What follows belongs to an exercise in optimizing a design on an open flow for small area, a short achievable clock period and few clock cycles; a production flow would make more cautious choices. Function was checked by simulation only, so behaviour that the tests miss may differ from the original. Power figures rest on the tool's default switching activity, not on a simulated workload.

==> flow/design.v <==
module kw26_core (
    input  wire        clk,
    input  wire        rst,           
    input  wire        cmd_valid,
    output wire        cmd_ready,
    input  wire [99:0] cmd,
    output reg         out_valid,
    output reg  [7:0]  out_data,
    output reg         resp_valid,
    output reg  [3:0]  resp_status
);
    localparam [3:0] OP_KEY_LOAD   = 4'h1,
                     OP_KS_STEP    = 4'h2,
                     OP_KS_ADVANCE = 4'h3,
                     OP_KS_PEEK    = 4'h4,
                     OP_MSG_START  = 4'h5,
                     OP_ENC        = 4'h6,
                     OP_DEC        = 4'h7;
    localparam [3:0] ST_OK        = 4'd0,
                     ST_INVKEY    = 4'd1,
                     ST_ENCODING  = 4'd3,
                     ST_ILLEGAL   = 4'd4,
                     ST_SEQUENCE  = 4'd5;
    localparam [4:0] CODE_LTRS = 5'd31,
                     CODE_FIGS = 5'd27;
    localparam [1:0] S_IDLE = 2'd0,
                     S_GRP2 = 2'd1,
                     S_PEEK = 2'd2,
                     S_FIX  = 2'd3;
    function [30:0] step_a(input [30:0] s);
        step_a = {s[29:0], s[30] ^ s[2]};
    endfunction
    function [28:0] step_b(input [28:0] s);
        step_b = {s[27:0], s[28] ^ s[1]};
    endfunction
    function [22:0] step_c(input [22:0] s);
        step_c = {s[21:0], s[22] ^ s[4]};
    endfunction
    function [30:0] step5_a(input [30:0] s);
        step5_a = step_a(step_a(step_a(step_a(step_a(s)))));
    endfunction
    function [28:0] step5_b(input [28:0] s);
        step5_b = step_b(step_b(step_b(step_b(step_b(s)))));
    endfunction
    function [22:0] step5_c(input [22:0] s);
        step5_c = step_c(step_c(step_c(step_c(step_c(s)))));
    endfunction
    function [30:0] dec_a(input [30:0] s);
        reg [61:0] y;
        integer j;
        begin
            for (j = 0; j < 31; j = j + 1) y[j] = s[30-j];
            for (j = 31; j < 62; j = j + 1) y[j] = y[j-31] ^ y[j-3];
            for (j = 0; j < 31; j = j + 1) dec_a[30-j] = y[2*j];
        end
    endfunction
    function [28:0] dec_b(input [28:0] s);
        reg [57:0] y;
        integer j;
        begin
            for (j = 0; j < 29; j = j + 1) y[j] = s[28-j];
            for (j = 29; j < 58; j = j + 1) y[j] = y[j-29] ^ y[j-2];
            for (j = 0; j < 29; j = j + 1) dec_b[28-j] = y[2*j];
        end
    endfunction
    function [22:0] dec_c(input [22:0] s);
        reg [45:0] y;
        integer j;
        begin
            for (j = 0; j < 23; j = j + 1) y[j] = s[22-j];
            for (j = 23; j < 46; j = j + 1) y[j] = y[j-23] ^ y[j-5];
            for (j = 0; j < 23; j = j + 1) dec_c[22-j] = y[2*j];
        end
    endfunction
    function combine(input a, input b, input c);
        reg [7:0] tt;
        begin
            tt = 8'h62;
            combine = tt[{a, b, c}];
        end
    endfunction
    function [7:0] tab_ltrs(input [4:0] c);
        case (c)
            5'd0:  tab_ltrs = 8'h00;  5'd1:  tab_ltrs = 8'h45;
            5'd2:  tab_ltrs = 8'h0A;  5'd3:  tab_ltrs = 8'h41;
            5'd4:  tab_ltrs = 8'h20;  5'd5:  tab_ltrs = 8'h53;
            5'd6:  tab_ltrs = 8'h49;  5'd7:  tab_ltrs = 8'h55;
            5'd8:  tab_ltrs = 8'h0D;  5'd9:  tab_ltrs = 8'h44;
            5'd10: tab_ltrs = 8'h52;  5'd11: tab_ltrs = 8'h4A;
            5'd12: tab_ltrs = 8'h4E;  5'd13: tab_ltrs = 8'h46;
            5'd14: tab_ltrs = 8'h43;  5'd15: tab_ltrs = 8'h4B;
            5'd16: tab_ltrs = 8'h54;  5'd17: tab_ltrs = 8'h5A;
            5'd18: tab_ltrs = 8'h4C;  5'd19: tab_ltrs = 8'h57;
            5'd20: tab_ltrs = 8'h48;  5'd21: tab_ltrs = 8'h59;
            5'd22: tab_ltrs = 8'h50;  5'd23: tab_ltrs = 8'h51;
            5'd24: tab_ltrs = 8'h4F;  5'd25: tab_ltrs = 8'h42;
            5'd26: tab_ltrs = 8'h47;  5'd28: tab_ltrs = 8'h4D;
            5'd29: tab_ltrs = 8'h58;  5'd30: tab_ltrs = 8'h56;
            default: tab_ltrs = 8'h00;
        endcase
    endfunction
    function [7:0] tab_figs(input [4:0] c);
        case (c)
            5'd0:  tab_figs = 8'h00;  5'd1:  tab_figs = 8'h33;
            5'd2:  tab_figs = 8'h0A;  5'd3:  tab_figs = 8'h2D;
            5'd4:  tab_figs = 8'h20;  5'd5:  tab_figs = 8'h27;
            5'd6:  tab_figs = 8'h38;  5'd7:  tab_figs = 8'h37;
            5'd8:  tab_figs = 8'h0D;  5'd9:  tab_figs = 8'h05;
            5'd10: tab_figs = 8'h34;  5'd11: tab_figs = 8'h07;
            5'd12: tab_figs = 8'h2C;  5'd13: tab_figs = 8'h21;
            5'd14: tab_figs = 8'h3A;  5'd15: tab_figs = 8'h28;
            5'd16: tab_figs = 8'h35;  5'd17: tab_figs = 8'h2B;
            5'd18: tab_figs = 8'h29;  5'd19: tab_figs = 8'h32;
            5'd20: tab_figs = 8'h23;  5'd21: tab_figs = 8'h36;
            5'd22: tab_figs = 8'h30;  5'd23: tab_figs = 8'h31;
            5'd24: tab_figs = 8'h39;  5'd25: tab_figs = 8'h3F;
            5'd26: tab_figs = 8'h26;  5'd28: tab_figs = 8'h2E;
            5'd29: tab_figs = 8'h2F;  5'd30: tab_figs = 8'h3D;
            default: tab_figs = 8'h00;
        endcase
    endfunction
    function [6:0] find_ch(input [7:0] ch);
        integer i;
        begin
            find_ch = 7'd0;
            for (i = 0; i < 32; i = i + 1)
                if (i != 27 && i != 31) begin
                    if (tab_ltrs(i[4:0]) == ch) find_ch = find_ch | {2'b10, i[4:0]};
                    if (tab_figs(i[4:0]) == ch) find_ch = find_ch | {2'b01, i[4:0]};
                end
        end
    endfunction
    wire [3:0]  op  = cmd[99:96];
    wire [95:0] arg = cmd[95:0];
    reg illegal;
    always @(*) begin
        case (op)
            OP_KEY_LOAD:   illegal = 1'b0;
            OP_KS_STEP:    illegal = |arg;
            OP_KS_ADVANCE: illegal = 1'b0;
            OP_KS_PEEK:    illegal = |arg[95:32];
            OP_MSG_START:  illegal = |arg;
            OP_ENC:        illegal = |arg[95:8];
            OP_DEC:        illegal = |arg[95:5];
            default:       illegal = 1'b1;
        endcase
    end
    wire [31:0] seed_a = arg[95:64];
    wire [31:0] seed_b = arg[63:32];
    wire [31:0] seed_c = arg[31:0];
    wire key_ok = (seed_a != 32'd0) && (seed_a[31] == 1'b0) &&
                  (seed_b != 32'd0) && (seed_b[31:29] == 3'd0) &&
                  (seed_c != 32'd0) && (seed_c[31:23] == 9'd0);
    wire [6:0] enc = find_ch(arg[7:0]);
    wire       enc_l = enc[6];
    wire       enc_f = enc[5];
    wire [4:0] enc_code = enc[4:0];
    reg [30:0] ra;
    reg [28:0] rb;
    reg [22:0] rc;
    reg [30:0] cva;
    reg [28:0] cvb;
    reg [22:0] cvc;
    reg [30:0] pa;          
    reg [28:0] pb;
    reg [22:0] pc;
    reg [31:0] pcnt;
    reg        keyed;
    reg        shift;       
    reg [1:0]  state;
    reg [4:0]  grp2;
    reg [4:0]  acnt;        
    reg [1:0]  car_a;       
    reg [1:0]  car_b;
    reg [2:0]  car_c;
    wire idle     = (state == S_IDLE);
    wire adv_hold = idle && keyed && (op == OP_KS_ADVANCE);
    wire adv_last = (acnt == 5'd30);
    assign cmd_ready = idle && !(keyed && (op == OP_KS_ADVANCE) && !adv_last);
    wire take = cmd_valid && cmd_ready;
    wire z_main = combine(ra[30], rb[28], rc[22]);
    wire z_cv   = combine(cva[30], cvb[28], cvc[22]);
    wire z_peek = combine(pa[30], pb[28], pc[22]);
    wire [4:0] ks5 = {combine(ra[30], rb[28], rc[22]),
                      combine(ra[29], rb[27], rc[21]),
                      combine(ra[28], rb[26], rc[20]),
                      combine(ra[27], rb[25], rc[19]),
                      combine(ra[26], rb[24], rc[18])};
    wire [30:0] a0 = arg[30:0], a1 = arg[61:31], a2 = arg[92:62];
    wire [30:0] a3 = {28'd0, arg[95:93]};
    wire [28:0] b0 = arg[28:0], b1 = arg[57:29], b2 = arg[86:58];
    wire [28:0] b3 = {20'd0, arg[95:87]};
    wire [22:0] c0 = arg[22:0], c1 = arg[45:23], c2 = arg[68:46], c3 = arg[91:69];
    wire [22:0] c4 = {19'd0, arg[95:92]};
    wire [2:0] sum_a = a0[acnt] + a1[acnt] + a2[acnt] + a3[acnt] + car_a;
    wire [2:0] sum_b = b0[acnt] + b1[acnt] + b2[acnt] + b3[acnt] + car_b;
    wire [3:0] sum_c = c0[acnt] + c1[acnt] + c2[acnt] + c3[acnt] + c4[acnt] + car_c;
    wire [30:0] adv_a = dec_a(sum_a[0] ? step_a(ra) : ra);
    wire [28:0] adv_b = dec_b(sum_b[0] ? step_b(rb) : rb);
    wire [22:0] adv_c = dec_c(sum_c[0] ? step_c(rc) : rc);
    wire [1:0] nca = (acnt <= 5'd30) ? sum_a[2:1] : car_a;
    wire [1:0] ncb = (acnt <= 5'd28) ? sum_b[2:1] : (car_b != 2'd0 ? car_b - 2'd1 : 2'd0);
    always @(posedge clk) begin
        if (state == S_PEEK) begin
            pa <= step_a(pa);
            pb <= step_b(pb);
            pc <= step_c(pc);
        end else begin
            pa <= step_a(cva);
            pb <= step_b(cvb);
            pc <= step_c(cvc);
        end
        if (rst) begin
            state       <= S_IDLE;
            keyed       <= 1'b0;
            shift       <= 1'b0;
            out_valid   <= 1'b0;
            resp_valid  <= 1'b0;
            acnt        <= 5'd0;
            car_a       <= 2'd0;
            car_b       <= 2'd0;
            car_c       <= 3'd0;
        end else begin
            out_valid  <= 1'b0;
            resp_valid <= 1'b0;
            case (state)
            S_IDLE: begin
                if (cmd_valid && adv_hold) begin
                    ra    <= adv_a;
                    car_a <= sum_a[2:1];
                    if (acnt <= 5'd28) begin
                        rb    <= adv_b;
                        car_b <= sum_b[2:1];
                    end else if (car_b != 2'd0) begin
                        rb    <= step_b(rb);
                        car_b <= car_b - 2'd1;
                    end
                    if (acnt <= 5'd22) begin
                        rc    <= adv_c;
                        car_c <= sum_c[3:1];
                    end else if (car_c != 3'd0) begin
                        rc    <= step_c(rc);
                        car_c <= car_c - 3'd1;
                    end
                    acnt <= acnt + 5'd1;
                    if (adv_last) begin
                        acnt <= 5'd0;
                        if (nca == 2'd0 && ncb == 2'd0) begin
                            resp_valid  <= 1'b1;
                            resp_status <= ST_OK;
                        end else begin
                            state <= S_FIX;
                        end
                    end
                end else if (cmd_valid) begin
                    if (illegal) begin
                        resp_valid  <= 1'b1;
                        resp_status <= ST_ILLEGAL;
                    end else if ((op == OP_KEY_LOAD) == keyed) begin
                        resp_valid  <= 1'b1;
                        resp_status <= ST_SEQUENCE;
                    end else begin
                        case (op)
                        OP_KEY_LOAD: begin
                            resp_valid <= 1'b1;
                            if (key_ok) begin
                                resp_status <= ST_OK;
                                ra    <= seed_a[30:0];
                                rb    <= seed_b[28:0];
                                rc    <= seed_c[22:0];
                                cva   <= seed_a[30:0];
                                cvb   <= seed_b[28:0];
                                cvc   <= seed_c[22:0];
                                shift <= 1'b0;
                                keyed <= 1'b1;
                            end else begin
                                resp_status <= ST_INVKEY;
                            end
                        end
                        OP_KS_STEP: begin
                            ra          <= step_a(ra);
                            rb          <= step_b(rb);
                            rc          <= step_c(rc);
                            out_valid   <= 1'b1;
                            out_data    <= {7'd0, z_main};
                            resp_valid  <= 1'b1;
                            resp_status <= ST_OK;
                        end
                        OP_KS_PEEK: begin
                            out_data <= {7'd0, z_cv};
                            pcnt     <= arg[31:0];
                            if (arg[31:0] == 32'd0) begin
                                resp_valid  <= 1'b1;
                                resp_status <= ST_OK;
                            end else begin
                                out_valid <= 1'b1;
                                if (arg[31:0] == 32'd1) begin
                                    resp_valid  <= 1'b1;
                                    resp_status <= ST_OK;
                                end else begin
                                    state <= S_PEEK;
                                end
                            end
                        end
                        OP_MSG_START: begin
                            shift       <= 1'b0;
                            resp_valid  <= 1'b1;
                            resp_status <= ST_OK;
                        end
                        OP_ENC: begin
                            if ((!shift && enc_l) || (shift && enc_f)) begin
                                ra          <= step5_a(ra);
                                rb          <= step5_b(rb);
                                rc          <= step5_c(rc);
                                out_valid   <= 1'b1;
                                out_data    <= {3'd0, enc_code ^ ks5};
                                resp_valid  <= 1'b1;
                                resp_status <= ST_OK;
                            end else if (enc_l || enc_f) begin
                                ra        <= step5_a(ra);
                                rb        <= step5_b(rb);
                                rc        <= step5_c(rc);
                                out_valid <= 1'b1;
                                out_data  <= {3'd0, (shift ? CODE_LTRS : CODE_FIGS) ^ ks5};
                                grp2      <= enc_code;
                                shift     <= !shift;
                                state     <= S_GRP2;
                            end else begin
                                resp_valid  <= 1'b1;
                                resp_status <= ST_ENCODING;
                            end
                        end
                        OP_DEC: begin
                            ra          <= step5_a(ra);
                            rb          <= step5_b(rb);
                            rc          <= step5_c(rc);
                            resp_valid  <= 1'b1;
                            resp_status <= ST_OK;
                            if ((arg[4:0] ^ ks5) == CODE_LTRS) begin
                                shift <= 1'b0;
                            end else if ((arg[4:0] ^ ks5) == CODE_FIGS) begin
                                shift <= 1'b1;
                            end else begin
                                out_valid <= 1'b1;
                                out_data  <= shift ? tab_figs(arg[4:0] ^ ks5)
                                                   : tab_ltrs(arg[4:0] ^ ks5);
                            end
                        end
                        default: begin
                            resp_valid  <= 1'b1;
                            resp_status <= ST_ILLEGAL;
                        end
                        endcase
                    end
                end
            end
            S_GRP2: begin
                ra          <= step5_a(ra);
                rb          <= step5_b(rb);
                rc          <= step5_c(rc);
                out_valid   <= 1'b1;
                out_data    <= {3'd0, grp2 ^ ks5};
                resp_valid  <= 1'b1;
                resp_status <= ST_OK;
                state       <= S_IDLE;
            end
            S_PEEK: begin
                pcnt      <= pcnt - 32'd1;
                out_valid <= 1'b1;
                out_data  <= {7'd0, z_peek};
                if (pcnt == 32'd2) begin
                    resp_valid  <= 1'b1;
                    resp_status <= ST_OK;
                    state       <= S_IDLE;
                end
            end
            S_FIX: begin
                if (car_a != 2'd0) begin
                    ra    <= step_a(ra);
                    car_a <= car_a - 2'd1;
                end
                if (car_b != 2'd0) begin
                    rb    <= step_b(rb);
                    car_b <= car_b - 2'd1;
                end
                if (car_a <= 2'd1 && car_b <= 2'd1) begin
                    resp_valid  <= 1'b1;
                    resp_status <= ST_OK;
                    state       <= S_IDLE;
                end
            end
            endcase
        end
    end
endmodule
==> flow/run.sh <==
#!/bin/bash
# synth_recipe.tcl (not shown) runs the flow's synth.tcl, then flattens the netlist and writes it again
# the make line also repeats each setting of config.mk as NAME=value (left out here)
make -C /OpenROAD-flow-scripts/flow DESIGN_CONFIG=/design/flow/config.mk WORK_HOME=/design/flow/orfs CLKGATE_MAP_FILE= SYNTH_SCRIPT=/design/flow/synth_recipe.tcl finish
==> flow/config.mk <==
export PLATFORM = sky130hd
export DESIGN_NAME = kw26_core
export DESIGN_NICKNAME = kw26_core
export VERILOG_FILES = /design/flow/design.v
export SDC_FILE = /design/flow/constraint.sdc
export NUM_CORES = 4
export LEC_CHECK = 0
export CAP_MARGIN = 20
export CORE_MARGIN = 2
export CORE_UTILIZATION = 40
export PLACE_DENSITY = 0.6
export SLEW_MARGIN = 20
==> flow/constraint.sdc <==
create_clock -name core_clock -period 8.0 [get_ports {clk}]
set_input_delay 1.6000 -clock core_clock [delete_from_list [all_inputs] [get_ports {clk}]]
set_output_delay 1.6000 -clock core_clock [all_outputs]
set_load 0.01 [all_outputs]
==> summary.txt <==
-- final cells by class --
type                    instances  area share
multi-input cells            1761       0.503
flip-flops and latches        314       0.340
repair buffers                167      0.0637
clock buffers                  53      0.0424
well taps                     696      0.0352
inverters                      57     0.00865
clock inverters                16     0.00688
-- layout by cell type, fill, tap and decap left out, drive strengths merged, types with 54 or more instances in the layout --
master,synthesis,final
dfxtp,101,101
a22oi,83,83
xnor2,102,102
nand2,183,183
nor2,194,194
mux2i,83,83
clkdlybuf4s50,0,115
clkbuf,215,54
mux2,92,92
o21ai,164,164
edfxtp,213,213
a21oi,202,202
inv,53,54
-- power by group --
part / internal (W) / leakage (nW) / switching (W)
Sequential: 0.00174 / 2.77 / 0.00000104
Clock: 0.00102 / 0.594 / 0.000720
Combinational: 0.000303 / 4.84 / 0.000403
Total: 0.00306 / 8.20 / 0.00112
-- worst reg2reg max path, stage by stage, from the launching register on --
cell and delay, ps:
dfxtp_2 740, inv_1 610, nor2_1 420, buf_4 270, nand2_1 70, o21ai_0 80
nand2_1 90, a311oi_1 460, a31o_2 250, fa_1 460, fa_1 630, buf_4 290
mux2i_1 420, xnor2_4 200, xnor3_2 560, xnor2_4 240, xnor2_1 150, or4_1 510
nand3_1 90
-- synthesized netlist by cell type (33+ instances only) --
cell type | instances | area [um^2]
nor3_1 | 49 | 245
mux2i_1 | 83 | 831
xnor2_1 | 100 | 876
clkbuf_1 | 215 | 807
dfxtp_1 | 101 | 2020
inv_1 | 53 | 199
a211oi_1 | 50 | 375
edfxtp_1 | 213 | 6400
a221oi_1 | 40 | 350
buf_1 | 36 | 135
o21ai_0 | 163 | 816
nor4_1 | 40 | 250
mux4_2 | 33 | 743
nand3_1 | 42 | 210
xor2_1 | 52 | 455
nor2_1 | 194 | 728
mux2_2 | 91 | 1020
nand2_1 | 183 | 687
a21oi_1 | 202 | 1010
a22oi_1 | 83 | 623
-- per-stage QoR --
step                hold slack, ps  instance area (um^2)  power [W]
floorplan                      433                 22000    0.00224
global route                   461                 24700    0.00432
global placement               438                 23500    0.00246
detailed placement             438                 23500    0.00246
CTS                            454                 24700    0.00420
finish                         447                 24700    0.00418
-- final timing paths --
kind | to | slack (ps) | startpoint
worst max register to register | rb[0] | 1320 | acnt[0]
worst min-delay path | pc[6] | 450 | pc[5]
worst min register to register | pc[6] | 450 | pc[5]
worst max-delay path | rb[0] | 1320 | acnt[0]
-- state kept, by name, summed over array words and instances, names as in the netlist --
signal       flops
rb              29
pcnt            32
state            2
cva             31
pb              29
grp2             5
resp_status      3
keyed            1
ra              31
out_valid        1
shift            1
cvc             23
cvb             29
pa              31
rc              23
car_b            2
acnt             5
resp_valid       1
car_c            3
pc              23
car_a            2
out_data         7
-- routing by layer --
metal	routed length (um)	vias up	global-route usage
li1	-	8835	-
met1	33300	9585	0.369
met2	34900	1086	0.412
met3	6410	147	0.0434
met4	2210	0	0.0856
met5	0	-	0
-- cell families (layout without fill, tap and decap cells) --
| kind of cell | after synthesis | count (layout) | synth area share |
|---|---|---|---|
| AO/OA/AOI/OAI | 730 | 730 | 0.217 |
| AND/OR/NAND/NOR | 623 | 623 | 0.133 |
| other | 1 | 2 | 0.000171 |
| flip-flops | 314 | 314 | 0.383 |
| adder cells (fa/ha/maj) | 40 | 40 | 0.0259 |
| multiplexers | 208 | 208 | 0.119 |
| buffers and inverters | 315 | 293 | 0.0548 |
| XOR/XNOR | 158 | 158 | 0.0674 |
==> results_dict.tcl <==
set metrics [dict create \
    htreeDepth 2 \
    layout_setup_ws_ps 1320 \
    vdd_ir_drop_max_mv 0.136 \
    required_ps 8420 \
    cp.arrival_ps 7110 \
    wl_um 76800 \
    route.detailed.drc 0 \
    fin_skew_ps 28.7 \
    ant_nets 0 \
    hold_viol 0 \
    cts_buffers 38 \
    power.density_nw_per_um2 169 \
    rows 85 \
    setup_violations 0 \
    synth-seq-cells 314 \
    slew_headroom 0.258 \
    first_iter_violations 2515 \
    firstDrtPassIters 8 \
    dp_hpwl_um 51400 \
    track_usage 0.263 \
    fin_cells 3064 \
    grt_first_pass_wirelength_um 116000 \
    place_congestion 0.939 \
    finalCritPeriodShare 0.836 \
    crit_buf_inv 3 \
    syn_to_final_growth_pct 12.7 \
    slew_violations 0 \
    critPathCaptureType "flip-flop" \
    drive_gt1_frac 0.116 \
    cts.root.buffer_cell "clkbuf_16" \
    ios 118 \
    multi_input_area_um2 12400 \
    num_antenna_cells 0 \
    maxCapViolCount 0 \
    hold_depth 1 \
    place_ws_ps 773 \
    fp.dieW_um 238 \
    synth_edf_count 213 \
    rsz0062_at_grt "no" \
    clk_pin_slew_ps 60 \
    rr_worst_depth 18 \
    regArea_um2 8420 \
    wl_per_cell_um 25.1 \
    tightest_slew_ps 1100 \
    cp_top_family "simple AND/OR/NAND/NOR gates" \
    outcome "complete, no violations" \
    avgSynthCellArea_um2 9.19 \
    core_um2 54000 \
    crit_path_max_fanout 20 \
    fin_nets 2482 \
    synth-async-reset-ratio 0 \
    synth_cells 2389 \
    critical_path.slowest_cell "dfxtp_2" \
    die-area_um2 56800 \
    netlist_area_um2 22000 \
    via_count 19700 \
    cts-resized-gates 0 \
    slowest_delay_ps 740 \
    post-cts-setup-buffers 0 \
    start_kind "flip-flop" \
    cts_buffer_depth 3 \
    io_buffer_count 115 \
    fp.dieH_um 238 \
    ys_seq_area_frac 0.383 \
    antenna_found_initial 0 \
    ys_warn_count 1 \
    start_util 0.406 \
    dp.cells 2994 \
    min_period_ps 6680 \
    routed_via_density 6.41 \
    cts_tree "built" \
    fmax_mhz 150 \
    globalRoute.totalOverflow 0 \
    clk_latency_ps 580 \
    fin_tns_setup_ps 0 \
    grt_pass1_vias 18500 \
    hp-class "reg2reg" \
    criticalPathCategory "reg2reg" \
    synth_cell_types 87 \
    p_leak_nw 8.20 \
    path_cells "inv_1, nor2_1, buf_4, nand2_1, o21ai_0, nand2_1, a311oi_1, a31o_2, fa_1, fa_1, buf_4, mux2i_1, xnor2_4, xnor3_2, xnor2_4, xnor2_1, or4_1, nand3_1" \
    ys.flop_type "edfxtp_1" \
    cts_sinks 314 \
    nFillCells 5129 \
    crit_cells 18 \
    fin_util 0.458 \
    ctsHoldBuffers 0 \
    grt_max_degree 120 \
]
Testbench counts, summed over its fixed seeds: cycles 1,507.

==> separate check: timing with driven ports <==
The flow's constraints put no driver on any port. The routed layout listed below was extracted and timed again, unchanged, in two steps. Step 1 sets driving cells, clkbuf_16 on the clock port and buf_2 on the other inputs (assumed; they add their load-dependent delay and slew). Step 2 moves the port delays by t, midway between the first and last clock arrival at a register: inputs arrive t later, outputs are due t later. That takes back most of the time a late clock gives input paths. Three values: no drivers, after step 1, after step 2; two values: the first two.
shift t [ns]: 0.622
setup WS [ns]: 1.315 / 1.315 / 0.755
worst data-port slew with drivers (ns): 0.07
cell pins on the clock port's net: 1
After both steps this run still meets setup and hold. For this run, drivers alone change the setup slack by 0.000 ns; drivers and shift together by -0.560 ns.
